This design comes from an exercise in tuning for small area, a short achievable clock period and few clock cycles per item on the open sky130 flow, not from production work. Function was checked by simulation only, so behaviour that the tests miss may differ from the original.

Design biquad_cascade, start of the top module:
module biquad_cascade (
    input  wire               clk,
    input  wire               rst,         
    input  wire               coef_we,
    input  wire signed [15:0] coef_b0,
    input  wire signed [15:0] coef_b1,
    input  wire signed [15:0] coef_b2,
    input  wire signed [15:0] coef_a1,
    input  wire signed [15:0] coef_a2,
    input  wire        [2:0]  coef_nst,    
    input  wire               in_valid,
    output wire               in_ready,
    input  wire signed [15:0] in_data,
    output reg                out_valid,
    output reg  signed [15:0] out_data
);
export LEC_CHECK = 0
export ABC_AREA = 1
export CAP_MARGIN = 20
export CORE_MARGIN = 2
export CORE_UTILIZATION = 65
export CTS_CLUSTER_DIAMETER = 100
export CTS_CLUSTER_SIZE = 22
export SLEW_MARGIN = 20
export SYNTH_HIERARCHICAL = 1
create_clock -name core_clock -period 16.0 [get_ports {clk}]
standard.sh (not shown) runs the stock make flow with config.mk's settings and CLKGATE_MAP_FILE= SYNTH_SCRIPT=/design/flow/synth_recipe.tcl, a recipe that flattens the netlist after the stock synthesis.
==> flow/flow/run.sh <==
#!/bin/bash
set -euo pipefail
MARGIN=$(cat flow/margin.txt)
bash standard.sh SETUP_SLACK_MARGIN=$MARGIN \
    "BUFFER_PORTS_ARGS=-buffer_cell sky130_fd_sc_hd__buf_2" finish > flow_standard.log 2>&1
==> flow/flow/margin.txt <==
11.45
The baseline finished clean.
Testbench counts at the start, summed over its fixed seeds: cycles 18,059, samples 6,144.
Edit:
==> flow/flow/margin.txt (replaced) <==
11.0
Outcome:
- design area goes down by 6.1%
- non-clock buffer count went down by 214
Edit:
==> flow/flow/run.sh (replaced) <==
#!/bin/bash
set -euo pipefail
MARGIN=$(cat flow/margin.txt)
bash standard.sh SETUP_SLACK_MARGIN=$MARGIN finish > flow_standard.log 2>&1
==> flow/flow/margin.txt (replaced) <==
11.4
- CORE_UTILIZATION: 65 -> 55
- CTS_CLUSTER_DIAMETER: 100 -> not set
- CTS_CLUSTER_SIZE: 22 -> not set
- maximum frequency rose by 7.3%
- via count rose by 4.1%
- synthesized cell count does not change
- global-route usage fell by 2.5 points
- routed wire length rose by 13%
- cell count rose by 7.5%
- core utilization fell by 4.5 points
- register-to-register slack gains 340 ps
- first-iteration DRC count fell by 7.1%

========
biquad_cascade again, from the RTL that the note above started with.
clock: 16.0 ns
lec_check: 0
abc_area: 1
cap_margin: 20
core_margin: 2
core_utilization: 55
slew_margin: 20
synth_hierarchical: 1
==> flow/flow/run.sh <==
#!/bin/bash
set -euo pipefail
MARGIN=$(cat flow/margin.txt)
bash standard.sh SETUP_SLACK_MARGIN=$MARGIN \
    "BUFFER_PORTS_ARGS=-buffer_cell sky130_fd_sc_hd__buf_2" finish > flow_standard.log 2>&1
==> flow/flow/margin.txt <==
10.7
The baseline completed without violations.
Testbench counts at the start, summed over its fixed seeds: cycles 18,059, samples 6,144.
Then changed:
==> flow/flow/margin.txt (replaced) <==
11.0
--- a/flow/config.mk
+++ b/flow/config.mk
@@ -10,3 +10,4 @@
 export CORE_MARGIN = 2
-export CORE_UTILIZATION = 55
+export CORE_UTILIZATION = 65
+export CTS_BUF_LIST = sky130_fd_sc_hd__clkbuf_8
 export SLEW_MARGIN = 20
Result: The new run finished clean; sequential share of layout area fell by 0.11 points; routed wire length fell by about 2.3%; utilization rose by 12 points; clock skew rose by 0.021 ns; final area rose by about 0.5%; die area fell by about 15%.

========
== v34 ==
biquad_cascade again, from the RTL that the note above started with.
Design biquad_cascade, start of the top module:
module biquad_cascade (
    input  wire               clk,
    input  wire               rst,         
    input  wire               coef_we,
    input  wire signed [15:0] coef_b0,
    input  wire signed [15:0] coef_b1,
    input  wire signed [15:0] coef_b2,
    input  wire signed [15:0] coef_a1,
    input  wire signed [15:0] coef_a2,
    input  wire        [2:0]  coef_nst,    
    input  wire               in_valid,
    output wire               in_ready,
    input  wire signed [15:0] in_data,
    output reg                out_valid,
    output reg  signed [15:0] out_data
);
==> flow/config.mk <==
export PLATFORM = sky130hd
export DESIGN_NAME = biquad_cascade
export DESIGN_NICKNAME = biquad_cascade
export VERILOG_FILES = /design/flow/design.v
export SDC_FILE = /design/flow/constraint.sdc
export NUM_CORES = 4
export LEC_CHECK = 0
export ABC_AREA = 1
export CAP_MARGIN = 20
export CORE_MARGIN = 2
export CORE_UTILIZATION = 65
export CTS_CLUSTER_DIAMETER = 100
export CTS_CLUSTER_SIZE = 22
export SLEW_MARGIN = 20
export SYNTH_HIERARCHICAL = 1
==> flow/constraint.sdc <==
create_clock -name core_clock -period 16.0 [get_ports {clk}]
set_input_delay 3.2000 -clock core_clock [delete_from_list [all_inputs] [get_ports {clk}]]
set_output_delay 3.2000 -clock core_clock [all_outputs]
set_load 0.01 [all_outputs]
==> flow/flow/margin.txt <==
11.2
Scripts as last shown in full above: flow/flow/run.sh
v34 finished every step from synthesis to the final layout, and the layout passed the timing, DRC and antenna checks.
Testbench counts of v34, summed over its fixed seeds: cycles 18,059, samples 6,144.
> inputs changed (v34 -> v13)
- removing CTS_CLUSTER_DIAMETER (formerly 100)
- removing CTS_CLUSTER_SIZE (formerly 22)
==> flow/flow/margin.txt <==
11.0
[summary]
Clock buffer count delta for v13 relative to v34: 76% higher. [compare] base=v34 new=v13: number of non-clock buffers in the layout -11%, setup slack -150 ps.

port drivers added, routing unchanged:
The results above use ideal ports. As a check the final layouts listed here were re-extracted and re-timed, cells and wires unchanged.
Step 1 sets driving cells, clkbuf_16 on the clock port and buf_2 on the other inputs (assumed; they add their load-dependent delay and slew).
Step 2 times the ports against the registers' clock, not the clock port: input delays grow and output delays shrink by t, the midpoint of the rising clock arrivals with the driver on.
Slacks: no drivers / after step 1 / after step 2; pairs: no drivers / after step 1.
| run | t (ns) | setup WS [ns] | hold slack, ns | worst setup path at the end |
|---|---|---|---|---|
| the first run of note 1 | 0.738 | 11.312 / 11.312 / 10.921 | 0.467 / 0.467 / 0.467 | input to register |
| the second run of note 1 | 0.671 | 10.945 / 10.945 / 10.945 | 0.470 / 0.470 / 0.470 | register to register |
| the third run of note 1 | 0.745 | 11.289 / 11.289 / 10.819 | 0.462 / 0.462 / 0.462 | input to register |
| the first run of note 2 | 0.728 | 10.792 / 10.792 / 10.792 | 0.463 / 0.463 / 0.463 | register to register |
| the second run of note 2 | 0.807 | 10.941 / 10.941 / 10.941 | 0.449 / 0.449 / 0.449 | register to register |
| v34 | 0.738 | 11.149 / 11.149 / 10.865 | 0.468 / 0.468 / 0.468 | input to register |
| v13 | 0.709 | 10.995 / 10.995 / 10.995 | 0.464 / 0.464 / 0.464 | register to register |
After both steps every run listed still meets setup and hold. For the third run of note 1, which loses most, drivers alone change the setup slack by 0.000 ns; drivers and shift together by -0.470 ns.
